Source: an optimization exercise on an open RTL-to-GDS flow (aim: small area, a short achievable clock period and few clock cycles). Production flows keep margins and buffers that such runs may drop. In this exercise RTL edits were held to simulation tests only and were not proved equivalent to the original. Power figures rest on the tool's default switching activity, not on a simulated workload.

## conv_engine
module conv_engine (
    input  wire        clk,
    input  wire        rst,
    input  wire        kc_we,
    input  wire [5:0]  kc_idx,
    input  wire [15:0] kc_data,
    input  wire        start,
    input  wire [7:0]  ksel,
    input  wire [7:0]  kdim,
    input  wire [15:0] kdiv,
    input  wire [31:0] src_base,
    input  wire [31:0] dst_base,
    input  wire [15:0] width,
    input  wire [15:0] height,
    output reg         busy,
    output reg         done,
    output reg  [2:0]  err,
    output reg         mem_req,
    output reg         mem_we,
    output wire [31:0] mem_addr,
    output reg  [7:0]  mem_wdata,
    input  wire        mem_gnt,
    input  wire        mem_rvalid,
    input  wire [7:0]  mem_rdata
);
    localparam ST_IDLE = 2'd0;
    localparam ST_MUL  = 2'd1;
    localparam ST_CHK  = 2'd2;
    localparam ST_RUN  = 2'd3;
    localparam PH_LEAD = 2'd0;    
    localparam PH_MAIN = 2'd1;
    localparam PH_TAIL = 2'd2;    
    reg [1:0]  st;
    reg [15:0] Wr, Hr, Dr;
    reg [1:0]  kc;             
    reg [3:0]  cat;            
    reg        sh, dh;         
    reg [3:0]  mcnt;
    reg [20:0] np;             
    reg        nsat;           
    reg [783:0] kflat;
    reg [48:0]  kv;
    wire        kc_wen = kc_we && (st == ST_IDLE) && (kc_idx < 6'd49);
    genvar g;
    generate
        for (g = 0; g < 49; g = g + 1) begin : g_kc
            always @(posedge clk)
                if (kc_wen && kc_idx == g)
                    kflat[16*g +: 16] <= kc_data;
        end
    endgenerate
    always @(posedge clk) begin
        if (rst)
            kv <= 49'd0;
        else if (kc_wen)
            kv[kc_idx] <= 1'b1;
    end
    wire        bad_ksel  = (ksel > 8'd12);
    wire        bad_shape = (ksel == 8'd0) && (kdim == 8'd0 || !kdim[0] || kdim > 8'd7);
    wire        empty     = (width == 16'd0) || (height == 16'd0);
    wire [2:0]  e_pre     = bad_ksel ? 3'd3 : bad_shape ? 3'd1 : empty ? 3'd2 : 3'd0;
    reg  [15:0] d_new;
    always @(*) begin
        if (ksel == 8'd0)
            d_new = (kdiv == 16'd0) ? 16'd1 : kdiv;
        else case (ksel[3:0])
            4'd1:    d_new = 16'd16;
            4'd2:    d_new = 16'd9;
            4'd10:   d_new = 16'd9;
            4'd12:   d_new = 16'd10;
            default: d_new = 16'd1;
  ...
clock: 16.0 ns
lec_check: 0
cap_margin: 20
core_margin: 2
core_utilization: 40
slew_margin: 20
standard.sh (not shown) runs the stock make flow with config.mk's settings and CLKGATE_MAP_FILE= SYNTH_SCRIPT=/design/flow/synth_recipe.tcl, a recipe that flattens the netlist after the stock synthesis.
==> flow/flow/run.sh <==
#!/bin/bash
# The standard layout (the standard.sh, unchanged synthesis and steps),
# with two changes to how the layout is made:
#  - ORFS's timing repair keeps a setup margin, so that it sizes and buffers
#    paths well below the design's clock period;
#  - the port buffers that ORFS inserts at every input and output are plain
#    buffers (buf_4) rather than the delay cell buffer_ports picks by default.
set -euo pipefail
export BUFFER_PORTS_ARGS="-buffer_cell sky130_fd_sc_hd__buf_4"
bash standard.sh SETUP_SLACK_MARGIN=11.5 finish > flow_make.log 2>&1
The starting point finished clean.
Testbench counts at the start, summed over its fixed seeds: cycles 122,270.
Change:
--- a/flow/flow/run.sh
+++ b/flow/flow/run.sh
@@ -8,3 +8,3 @@
 set -euo pipefail
 export BUFFER_PORTS_ARGS="-buffer_cell sky130_fd_sc_hd__buf_4"
-bash standard.sh SETUP_SLACK_MARGIN=11.5 finish > flow_make.log 2>&1
+bash standard.sh SETUP_SLACK_MARGIN=11.3 finish > flow_make.log 2>&1
Effect: Wire length falls by 2.0%; flip-flop and latch count stays the same; sequential share of layout area rises by 0.36 points; total power falls by 0.67%; via count falls by 1.1%; synthesized area stays the same; global-route usage falls by 0.53 points; synthesized cell count is unchanged; critical path depth rises by 7; clock-buffer cell count falls by 15; clock power hardly moves.

========
branch harbor:
conv_engine, a different RTL version from the one above (not shown whole).
Size in the first run: ~12000 cells after synthesis, ~0.13 mm2 of cells after synthesis.
export LEC_CHECK = 0
export CAP_MARGIN = 20
export CORE_MARGIN = 2
export CORE_UTILIZATION = 40
export SLEW_MARGIN = 20
create_clock -name core_clock -period 16.0 [get_ports {clk}]
==> flow/flow/run.sh <==
#!/bin/bash
# The standard layout (the standard.sh, unchanged synthesis and steps),
# with ORFS's timing repair asked to keep a setup margin, so that it sizes
# and buffers paths well below the design's clock period.
set -euo pipefail
bash standard.sh SETUP_SLACK_MARGIN=11.2 finish > flow_make.log 2>&1
Testbench counts of branch harbor, summed over its fixed seeds: cycles 122,270.
[inputs] branch amber vs branch harbor
==> flow/flow/run.sh <==
#!/bin/bash
# The standard layout (the standard.sh, unchanged synthesis and steps),
# with two changes to how the layout is made:
#  - ORFS's timing repair keeps a setup margin, so that it sizes and buffers
#    paths well below the design's clock period;
#  - the port buffers that ORFS inserts at every input and output are plain
#    buffers (buf_4) rather than the delay cell buffer_ports picks by default.
set -euo pipefail
export BUFFER_PORTS_ARGS="-buffer_cell sky130_fd_sc_hd__buf_4"
bash standard.sh SETUP_SLACK_MARGIN=11.3 finish > flow_make.log 2>&1
Diff branch harbor -> branch amber | cell count | decrease of about 0.5%. Looking only at area of all placed cells without fillers, and setting everything else aside, the lower value of branch harbor and branch amber goes to branch amber. Final HPWL from detailed placement in branch amber is about 3.6% lower than in branch harbor. Run comparison: branch amber startpoint-to-endpoint class of the critical path flop to flop; branch harbor startpoint-to-endpoint class of the critical path primary input to flop. Looking at critical path depth, branch amber sits 15 above branch harbor. Sort branch harbor and branch amber by fraction of power consumed by the clock network asc -> top: branch amber.

## afterwards: timing with drivers on the ports
Ports are ideal in the flow. The routed layouts listed here were re-timed in OpenROAD.
Step 1, drivers: a clkbuf_16 drives clk and a buf_2 each remaining input, both assumed.
Step 2 adds t to the input delays and takes it off the output delays; t is the mean of the earliest and latest rising clock arrival at the registers after step 1. Input paths then give back, and output paths get back, about the clock's delay inside the block.
Slacks: no drivers / after step 1 / after step 2; pairs: no drivers / after step 1.
run | t (ns) | slack for setup (ns) | latest minus earliest clock arrival (ns) | slew at the worst register clock pin (ns)
the first run of note 1 | 1.017 | 11.354 / 11.235 / 10.588 | 0.142 / 0.142 | 0.07 / 0.07
the second run of note 1 | 1.015 | 11.271 / 11.224 / 10.344 | 0.152 / 0.151 | 0.07 / 0.07
branch harbor | 1.020 | 11.074 / 11.109 / 10.090 | 0.081 / 0.081 | 0.07 / 0.07
branch amber | 1.015 | 11.146 / 11.146 / 10.379 | 0.084 / 0.083 | 0.07 / 0.07
After both steps setup and hold are still met in every run listed. The setup slack of branch harbor, which loses most, moves by +0.035 ns with the drivers and by -0.984 ns with both steps.
